What follows belongs to an exercise in optimizing a design on an open flow for small area; a production flow would make more cautious choices. RTL that was checked went through simulation tests only; none was proved equivalent to the original. Power figures rest on the tool's default switching activity, not on a simulated workload.

## tx868_htv
module tx868_htv (
    input  wire         clk,
    input  wire         rst,
    input  wire [63:0]  now,
    input  wire         cmd_valid,
    output wire         cmd_ready,
    input  wire [103:0] cmd,
    output reg          line,
    output reg          busy,
    output wire         err_range
);
Settings: LEC_CHECK=0, ABC_AREA=1, CAP_MARGIN=20, CORE_MARGIN=2, CORE_UTILIZATION=65, PLACE_DENSITY=0.8, SLEW_MARGIN=20; clock period 70.0 ns.
standard.sh (not shown) runs the stock make flow with config.mk's settings and CLKGATE_MAP_FILE= SYNTH_SCRIPT=/design/flow/synth_recipe.tcl, a recipe that flattens the netlist after the stock synthesis.
==> flow/flow/run.sh <==
#!/bin/bash
set -e
export BUFFER_PORTS_ARGS="-buffer_cell sky130_fd_sc_hd__buf_1"
export CTS_ARGS="-sink_clustering_enable -repair_clock_nets -dont_use_dummy_load -buf_list {sky130_fd_sc_hd__clkbuf_4} -sink_clustering_size 12 -sink_clustering_max_diameter 35"
bash standard.sh > standard.log 2>&1
The baseline completed with no timing, DRC or antenna violations.
Then changed:
==> flow/flow/run.sh (replaced) <==
#!/bin/bash
set -e
export BUFFER_PORTS_ARGS="-buffer_cell sky130_fd_sc_hd__buf_1"
export CTS_ARGS="-sink_clustering_enable -repair_clock_nets -dont_use_dummy_load -buf_list {sky130_fd_sc_hd__clkbuf_8} -sink_clustering_size 20 -sink_clustering_max_diameter 60"
bash standard.sh > standard.log 2>&1
Effect:
- worst hold slack is better by 0.035 ns
- setup slack degrades by 0.14 ns
- count of clock-buffer cells in the layout came out lower by 18
- wire length decreases slightly
Then changed:
==> flow/flow/run.sh (replaced) <==
#!/bin/bash
set -e
export BUFFER_PORTS_ARGS="-buffer_cell sky130_fd_sc_hd__buf_1"
export CTS_ARGS="-sink_clustering_enable -repair_clock_nets -dont_use_dummy_load -buf_list {sky130_fd_sc_hd__clkbuf_4} -sink_clustering_size 10 -sink_clustering_max_diameter 40"
bash standard.sh > standard.log 2>&1
After rerunning:
- synthesized area is unchanged
- sequential share of layout area is about the same
- worst setup slack improved by 0.18 ns
- routed wire length grows by 1.1%
- via count grows by 1.4%
- die area is unchanged
- first-iteration DRC count shrinks by 0.39%
- global-route usage grows by 0.23 points
- final area is about the same
- clock skew grows by 0.018 ns
- flip-flop and latch count is unchanged

## run A
tx868_htv, a different RTL version from the one above (not shown whole).
For scale: roughly 220 flip-flops, about 180 I/O pins.
==> flow/design.v (excerpt) <==
module tx868_htv (
    input  wire         clk,
    input  wire         rst,
    input  wire [63:0]  now,
    input  wire         cmd_valid,
    output wire         cmd_ready,
    input  wire [103:0] cmd,
    output reg          line,
    output reg          busy,
    output wire         err_range
);
export LEC_CHECK = 0
export CAP_MARGIN = 20
export CORE_MARGIN = 2
export CORE_UTILIZATION = 40
export SLEW_MARGIN = 20
create_clock -name core_clock -period 70.0 [get_ports {clk}]
==> flow/flow/run.sh <==
#!/bin/bash
set -e
export BUFFER_PORTS_ARGS="-buffer_cell sky130_fd_sc_hd__buf_1"
export CTS_ARGS="-repair_clock_nets -dont_use_dummy_load -buf_list {sky130_fd_sc_hd__clkbuf_8 sky130_fd_sc_hd__clkbuf_16}"
bash standard.sh > standard.log 2>&1
For run B, these inputs were changed with respect to run A:
==> flow/flow/run.sh <==
#!/bin/bash
set -e
export BUFFER_PORTS_ARGS="-buffer_cell sky130_fd_sc_hd__buf_1"
export CTS_ARGS="-sink_clustering_enable -repair_clock_nets -dont_use_dummy_load -buf_list {sky130_fd_sc_hd__clkbuf_2 sky130_fd_sc_hd__clkbuf_4} -sink_clustering_size 15"
bash standard.sh > standard.log 2>&1
Findings:
On total track usage, run B and run A are neck and neck. Run B vs run A: number of H-tree levels down. Route | run B vs run A | wire longer in run B. Changes observed in run B relative to run A: leakage power summed over all cells higher, detailed-route via count higher. [compare] base=run A new=run B: wire length of the first global-routing pass increased by 1.2% relative to the old numbers, met2 capacity usage during global routing decreased by 0.46 points relative to the old numbers.
diff inputs: run B => run C
==> flow/flow/run.sh <==
#!/bin/bash
set -e
export BUFFER_PORTS_ARGS="-buffer_cell sky130_fd_sc_hd__buf_1"
export CTS_ARGS="-sink_clustering_enable -repair_clock_nets -dont_use_dummy_load -buf_list {sky130_fd_sc_hd__clkbuf_4 sky130_fd_sc_hd__clkbuf_8} -sink_clustering_size 25"
bash standard.sh > standard.log 2>&1
Switching power of the nets (higher): run C. Diff run B -> run C | total power | increase of about 5%. In run C, timing-limited maximum frequency is lower than in run B. Of run B and run C, the higher clock power share belongs to run C. Measured against each other, run B and run C differ in ratio of cells with drive above 1 in the final layout, the higher figure coming from run B.
No run of this note included a check of the RTL's function; only the layout flow was run.

Another version of the RTL of tx868_htv (not shown whole).
Size: roughly 1100 cells after synthesis, ~180 I/O pins, about 12000 sq um of cells after synthesis.
==> flow/config.mk <==
export PLATFORM = sky130hd
export DESIGN_NAME = tx868_htv
export DESIGN_NICKNAME = tx868_htv
export VERILOG_FILES = /design/flow/design.v
export SDC_FILE = /design/flow/constraint.sdc
export NUM_CORES = 8
export LEC_CHECK = 0
export CAP_MARGIN = 20
export CORE_MARGIN = 2
export CORE_UTILIZATION = 40
export SLEW_MARGIN = 20
==> flow/constraint.sdc <==
create_clock -name core_clock -period 70.0 [get_ports {clk}]
set_input_delay 14.0000 -clock core_clock [delete_from_list [all_inputs] [get_ports {clk}]]
set_output_delay 14.0000 -clock core_clock [all_outputs]
set_load 0.01 [all_outputs]
==> flow/flow/run.sh <==
#!/bin/bash
set -e
export BUFFER_PORTS_ARGS="-buffer_cell sky130_fd_sc_hd__buf_1"
export CTS_ARGS="-sink_clustering_enable -repair_clock_nets -dont_use_dummy_load -buf_list {sky130_fd_sc_hd__clkbuf_8 sky130_fd_sc_hd__clkbuf_16} -sink_clustering_size 20 -sink_clustering_max_diameter 80"
bash standard.sh > standard.log 2>&1
Change:
==> flow/flow/run.sh (replaced) <==
#!/bin/bash
set -e
export BUFFER_PORTS_ARGS="-buffer_cell sky130_fd_sc_hd__buf_1"
export CTS_ARGS="-sink_clustering_enable -repair_clock_nets -dont_use_dummy_load -buf_list {sky130_fd_sc_hd__clkbuf_8} -sink_clustering_size 20 -sink_clustering_max_diameter 60"
bash standard.sh > standard.log 2>&1
- CORE_UTILIZATION: 40 -> 65
- PLACE_DENSITY: unset -> 0.8
Result:
- area after synthesis does not change
- routed wire length fell by a few percent
- worst setup slack gets worse by 0.0097 ns
- global-route usage rose by 8.5 points
- first-iteration DRC count rose by roughly a tenth
- clock skew fell by 0.025 ns
Change:
==> flow/flow/run.sh (replaced) <==
#!/bin/bash
set -e
export BUFFER_PORTS_ARGS="-buffer_cell sky130_fd_sc_hd__buf_1"
export CTS_ARGS="-sink_clustering_enable -repair_clock_nets -dont_use_dummy_load -buf_list {sky130_fd_sc_hd__clkbuf_8 sky130_fd_sc_hd__clkbuf_16} -sink_clustering_size 30 -sink_clustering_max_diameter 100"
bash standard.sh > standard.log 2>&1
Outcome:
- The changed run went through all stages and came out clean
- register-to-register slack is about the same
- global-route usage stays flat
- via count barely changes
- clock skew is about the same
- cell area is higher by about 0.5%
Change:
- CORE_UTILIZATION: 65 -> 40
- PLACE_DENSITY: 0.8 -> unset
What happened: Die area grows by about 60%. Setup slack improves by 0.050 ns. Maximum frequency stays flat. Clock-buffer cell count decreases by 1. Routed wire length rises by about 3%. Via count drops by 1.8%. Core utilization went down by 28 points. Final cell count rises by 11%. Hold slack barely changes. Synthesized cell count stays the same. Power goes down by 0.68%.
Function was not checked in any run of this note: the RTL went through the layout flow alone.

The RTL this note starts from:
==> flow/design.v <==
module tx868_htv (
    input  wire         clk,
    input  wire         rst,
    input  wire [63:0]  now,
    input  wire         cmd_valid,
    output wire         cmd_ready,
    input  wire [103:0] cmd,
    output reg          line,
    output reg          busy,
    output wire         err_range
);
    assign cmd_ready = !busy;
    assign err_range = 1'b0;
    wire       accept = cmd_valid && !busy;
    wire [7:0] op     = cmd[103:96];
    wire       ld     = accept && (op == 8'h03);
    reg [95:0] r;
    reg        q0, q1, q2;
    reg [6:0]  ph;
    wire [4:0] pi = ph[4:0];
    function integer fbit(input integer i);
        fbit = (i == 0) ? 23 : (i == 1) ? 24 : (i <= 24) ? i - 2 : i;
    endfunction
    localparam [3:0] UNP = 4'd0, PRE = 4'd1, SHR = 4'd2, SHL = 4'd3,
                     RND = 4'd4, ADD = 4'd5, NEG = 4'd6, MUL = 4'd7,
                     DONE = 4'd8;
    reg [3:0] st;
    reg [1:0] stg;       
    reg [1:0] w;
    reg [8:0] E;
    reg       S, ST, C, G, B25, Bhi;
    wire win  = (ph[6:5] == w);
    wire t0   = (w == 2'd0);
    wire kbit = (stg == 2'd1) ? t0 && ((E == 9'd153) || (E == 9'd156) || (E == 9'd157))
                              : (E == 9'd183);
    wire frac = (stg == 2'd1) ? t0 && (E > 9'd153) : (E > 9'd183);
    wire q2m  = q2 && (pi >= 5'd2);
    wire p0   = (pi == 5'd0);
    wire qu   = q0 ^ !ph[0];
    reg  out, cin;
    always @* begin
        out = q0;
        cin = C;
        if (win) begin
            case (st)
                UNP:  out = (pi == 5'd25) ? 1'b1 :
                            ((pi < 5'd2) || (pi > 5'd25)) ? 1'b0 : qu;
                PRE, SHR: out = (pi == 5'd31) ? 1'b0 : r[95];
                SHL:  out = p0 ? 1'b0 : q1;
                RND:  begin
                    if (pi < 5'd2)       out = 1'b0;
                    else if (pi == 5'd2) out = q0 ^ (G & (C | q0));
                    else                 out = q0 ^ C;
                end
                ADD:  begin
                    cin = p0 ? (S & frac) : C;
                    out = q0 ^ kbit ^ cin;
                end
                NEG:  begin
                    cin = p0 ? !(ST && (stg != 2'd0)) : C;
                    out = !q0 ^ cin;
                end
                MUL:  begin
                    cin = p0 ? 1'b0 : C;
                    out = q0 ^ q2m ^ cin;
                end
                default: ;
            endcase
        end
    end
    wire e_up = win && (((st == PRE || st == SHR || st == MUL) && p0) || (st == ADD));
    wire e_dn = win && (st == SHL) && p0;
    wire [9:0] et;
    wire [8:0] Ecnt;
    assign et[0] = e_up | e_dn;
    genvar ei;
    generate
        for (ei = 0; ei < 9; ei = ei + 1) begin : g_e
            assign Ecnt[ei]  = E[ei] ^ et[ei];
            assign et[ei+1]  = et[ei] & (E[ei] ^ e_dn);
        end
    endgenerate
    wire       trunc_lt = (E < 9'd216);
    wire       trunc_eq = (E == 9'd216);
    wire [3:0] tr_st    = trunc_lt ? SHR : !trunc_eq ? SHL : S ? NEG : DONE;
    reg  [3:0] nr_st;
    reg  [1:0] nr_stg;
    reg  [3:0] nx_st;
    reg  [1:0] nx_stg;
    always @* begin
        nr_stg = stg;
        if (Bhi)
            nr_st = SHR;
        else if (!B25)
            nr_st = (E[8:6] == 3'd0) ? SHR : SHL;
        else if (st != RND)
            nr_st = RND;
        else if (stg == 2'd1)
            nr_st = MUL;
        else if (stg == 2'd2)
            nr_st = ADD;
        else
            nr_st = tr_st;
        if (st == RND && !Bhi && B25 && stg[1])
            nr_stg = stg + 2'd1;
        if (!Bhi && !B25 && (E[8:6] == 3'd0))
            nr_stg = 2'd0;
        nx_st  = nr_st;
        nx_stg = nr_stg;
        case (st)
            UNP: begin
                nx_st  = (t0 && (E < 9'd132)) ? PRE : ADD;
                nx_stg = 2'd1;
            end
            PRE: begin
                nx_st  = (E < 9'd132) ? PRE : ADD;
                nx_stg = stg;
            end
            ADD: if (S && C) begin
                nx_st  = NEG;
                nx_stg = stg;
            end
            NEG, SHR, SHL: if (stg == 2'd0) begin
                nx_st  = (st == NEG) ? DONE : tr_st;
                nx_stg = stg;
            end
            MUL: if (stg == 2'd1) begin
                nx_st  = MUL;
                nx_stg = 2'd2;
            end
            DONE: begin
                nx_st  = (w == 2'd2) ? DONE : UNP;
                nx_stg = stg;
            end
            default: ;   
        endcase
    end
    always @(posedge clk) begin
        q0 <= r[95];
        q1 <= q0;
        q2 <= q1;
        r  <= ~{r[94:0], out};
        ph <= (ph == 7'd96) ? 7'd0 : ph + 7'd1;
        if (win) begin
            if (pi == 5'd25) begin
                B25 <= out;
                Bhi <= 1'b0;
            end else if (pi > 5'd25)
                Bhi <= Bhi | out;
            case (st)
                UNP: begin
                    if ((pi < 5'd2) || ((pi >= 5'd25) && (pi <= 5'd30)))
                        E <= {1'b0, qu, E[7:1]};
                    if (pi == 5'd31)
                        S <= qu;
                    ST <= 1'b0;
                end
                PRE, SHR: if (p0)
                    ST <= ST | q0;
                RND: begin
                    if (p0) begin
                        C  <= q0 | ST;
                        ST <= 1'b0;
                    end else if (pi == 5'd1)
                        G <= q0;
                    else if (pi == 5'd2)
                        C <= q0 & G & (C | q0);
                    else
                        C <= q0 & C;
                end
                ADD: begin
                    C <= ((q0 ^ S) & kbit) | ((q0 ^ S) & cin) | (kbit & cin);
                    if (p0)
                        ST <= ST | frac;
                end
                NEG: begin
                    C <= !q0 & cin;
                    S <= 1'b0;
                end
                MUL:
                    C <= (q0 & q2m) | (q0 & cin) | (q2m & cin);
                default: ;
            endcase
            if (st != UNP)
                E <= Ecnt;
        end
        if (ph == 7'd96) begin
            st  <= nx_st;
            stg <= nx_stg;
            if (st == DONE && w != 2'd2)
                w <= w + 2'd1;
        end
        if (ld) begin : load
            integer i, k;
            for (k = 0; k < 3; k = k + 1)
                for (i = 0; i < 32; i = i + 1)
                    r[95 - (32 * k + i)] <= ~cmd[95 - 32 * k - 31 + fbit(i)];
            ph <= 7'd96;
            st <= DONE;
            w  <= 2'd3;
        end
    end
    reg       f0;
    reg [7:0] f1;
    always @(posedge clk) begin
        if (accept && (op == 8'h01))
            f1 <= cmd[7:0];
        if (accept && (op == 8'h02) && (cmd[7:1] == 7'd0))
            f0 <= cmd[0];
    end
    reg [3:0]  bq, j;
    reg [63:0] D;
    reg        NZ;           
    reg        cb;           
    reg [3:0]  cnt;          
    reg        cpend, cacc;
    wire eof = (bq == 4'd15);
    wire ring_match = (ph[6:3] == {bq[2:1], 1'b0, bq[0]}) && (ph[2:0] == j[2:0]);
    wire col_match  = (ph[2:0] == j[2:0]) && !ph[4] && (ph[6:5] != 2'd3);
    wire five       = (j[2:0] == 3'd0) || (j[2:0] == 3'd2);
    wire f0bit      = f0 && (j[2:0] == 3'd0);
    reg bitval;
    always @* begin
        if (bq == 4'd3)       bitval = 1'b1;
        else if (bq == 4'd4)  bitval = 1'b0;
        else if (j[3])        bitval = 1'b1;
        else if (bq == 4'd5)  bitval = 1'b0;
        else if (bq == 4'd6)  bitval = f0bit;
        else if (bq == 4'd7)  bitval = f1[j[2:0]];
        else if (bq == 4'd14) bitval = cnt[0];
        else                  bitval = cb;
    end
    wire [64:0] gc;
    assign gc[0] = 1'b1;
    genvar gi;
    generate
        for (gi = 0; gi < 64; gi = gi + 1) begin : g_cmp
            assign gc[gi+1] = (now[gi] & ~D[gi]) | (now[gi] & gc[gi]) | (~D[gi] & gc[gi]);
        end
    endgenerate
    wire ge = !NZ || gc[64];
    reg [12:0] K;
    always @* begin
        if (!busy)
            K = 13'd600;
        else if (!line)
            K = eof ? 13'd4600 : bitval ? 13'd600 : 13'd1400;
        else
            K = (eof || bitval) ? 13'd1400 : 13'd600;
    end
    wire [64:0] ac;
    wire [63:0] Dn;
    assign ac[0] = 1'b0;
    generate
        for (gi = 0; gi < 64; gi = gi + 1) begin : g_add
            if (gi < 13) begin : g_lo
                assign Dn[gi]   = now[gi] ^ K[gi] ^ ac[gi];
                assign ac[gi+1] = (now[gi] & K[gi]) | (now[gi] & ac[gi]) | (K[gi] & ac[gi]);
            end else begin : g_hi
                assign Dn[gi]   = now[gi] ^ ac[gi];
                assign ac[gi+1] = now[gi] & ac[gi];
            end
        end
    endgenerate
    wire [3:0] nbq = (bq[3:1] == 3'd1 || bq == 4'd4 || j[3]) ? bq + 4'd1 : bq;
    wire [3:0] nj  = (bq[3:1] == 3'd1 || bq == 4'd4 || j[3]) ? 4'd0 : j + 4'd1;
    always @(posedge clk) begin
        if (ring_match)
            cb <= q0;
        if (ph == 7'd96) begin
            cacc  <= cpend;
            cpend <= 1'b0;
            if (cpend)
                cnt <= ((j[2:0] == 3'd0) ? 4'd0 : {1'b0, cnt[3:1]})
                       + {3'd0, f0bit} + {3'd0, f1[j[2:0]]} + {3'd0, five};
        end else if (cacc && col_match)
            cnt <= cnt + {3'd0, q0};
        if (rst) begin
            line <= 1'b0;
            busy <= 1'b0;
            NZ   <= 1'b0;
        end else if (busy) begin
            if (ge) begin
                D  <= Dn;
                NZ <= 1'b1;
                if (!line)
                    line <= 1'b1;
                else if (eof) begin
                    line <= 1'b0;
                    busy <= 1'b0;
                end else begin
                    line <= 1'b0;
                    bq   <= nbq;
                    j    <= nj;
                    if (nbq == 4'd14)
                        cpend <= 1'b1;
                end
            end
        end else if (accept) begin
            if (op == 8'h00)
                NZ <= 1'b0;
            if (op == 8'h04) begin
                busy <= 1'b1;
                bq   <= 4'd3;
                j    <= 4'd0;
                if (ge) begin
                    line <= 1'b1;
                    D    <= Dn;
                    NZ   <= 1'b1;
                end
            end
        end
    end
endmodule
export LEC_CHECK = 0
export ABC_AREA = 1
export CAP_MARGIN = 20
export CORE_MARGIN = 2
export CORE_UTILIZATION = 65
export PLACE_DENSITY = 0.8
export SLEW_MARGIN = 20
create_clock -name core_clock -period 70.0 [get_ports {clk}]
==> flow/flow/run.sh <==
#!/bin/bash
set -e
export BUFFER_PORTS_ARGS="-buffer_cell sky130_fd_sc_hd__buf_1"
export CTS_ARGS="-sink_clustering_enable -repair_clock_nets -dont_use_dummy_load -buf_list {sky130_fd_sc_hd__clkbuf_8} -sink_clustering_size 20 -sink_clustering_max_diameter 60"
bash standard.sh > standard.log 2>&1
Then changed:
==> flow/flow/run.sh (replaced) <==
#!/bin/bash
set -e
export BUFFER_PORTS_ARGS="-buffer_cell sky130_fd_sc_hd__buf_1"
export CTS_ARGS="-sink_clustering_enable -repair_clock_nets -dont_use_dummy_load -buf_list {sky130_fd_sc_hd__clkbuf_16} -sink_clustering_size 30 -sink_clustering_max_diameter 100"
bash standard.sh > standard.log 2>&1
The changed run produced a clean layout.
Cell count decreases slightly.
Routed wire length is higher slightly.
Clock-buffer cell count fell by 6.
Synthesized cell count stays the same.
Global-route usage rose by 0.21 points.
Design area rose slightly.
Power rose by a few percent.
Maximum frequency went down slightly.
Critical path depth stays the same.
No run of this note included a check of the RTL's function; only the layout flow was run.

-- what the ideal ports hide --
In the flow no input, the clock included, has a driving cell. The finished layouts below were timed again as built, in two steps.
Step 1 (the two cells are an assumption about what drives the block):
set clk [get_ports {clk}]
set_driving_cell -lib_cell sky130_fd_sc_hd__clkbuf_16 $clk
set_driving_cell -lib_cell sky130_fd_sc_hd__buf_2 [delete_from_list [all_inputs] $clk]
Step 2 times the ports against the registers' clock, not the clock port: input delays grow and output delays shrink by t, the midpoint of the rising clock arrivals with the driver on.
a / b / c = ideal / step 1 / step 2; a / b = the first two.
run | shift t [ns] | setup slack, ns | hold slack, ns | clock arrival spread, ns
the first run of note 1 | 0.635 | 44.431 / 44.444 / 43.810 | 0.347 / 0.347 / 0.347 | 0.067 / 0.067
the second run of note 1 | 0.532 | 44.286 / 44.299 / 43.767 | 0.382 / 0.382 / 0.382 | 0.062 / 0.062
the third run of note 1 | 0.698 | 44.468 / 44.483 / 43.786 | 0.367 / 0.367 / 0.367 | 0.091 / 0.091
run A | 0.471 | 44.207 / 44.236 / 43.766 | 0.376 / 0.376 / 0.376 | 0.045 / 0.045
run B | 0.697 | 44.425 / 44.450 / 43.753 | 0.341 / 0.341 / 0.341 | 0.055 / 0.056
run C | 0.562 | 44.267 / 44.292 / 43.729 | 0.351 / 0.351 / 0.351 | 0.061 / 0.061
the first run of note 3 | 0.511 | 44.276 / 44.300 / 43.789 | 0.357 / 0.357 / 0.357 | 0.073 / 0.074
the second run of note 3 | 0.532 | 44.266 / 44.287 / 43.756 | 0.329 / 0.329 / 0.329 | 0.049 / 0.049
the third run of note 3 | 0.498 | 44.234 / 44.260 / 43.762 | 0.363 / 0.363 / 0.363 | 0.049 / 0.049
the fourth run of note 3 | 0.512 | 44.283 / 44.311 / 43.798 | 0.363 / 0.363 / 0.363 | 0.028 / 0.029
the first run of note 4 | 0.530 | 44.069 / 44.090 / 43.561 | 0.360 / 0.360 / 0.360 | 0.049 / 0.049
the second run of note 4 | 0.495 | 43.986 / 44.009 / 43.515 | 0.350 / 0.350 / 0.350 | 0.059 / 0.059
After both steps setup and hold are still met in every run listed. For the third run of note 1, which loses most, drivers alone change the setup slack by +0.015 ns; drivers and shift together by -0.682 ns.
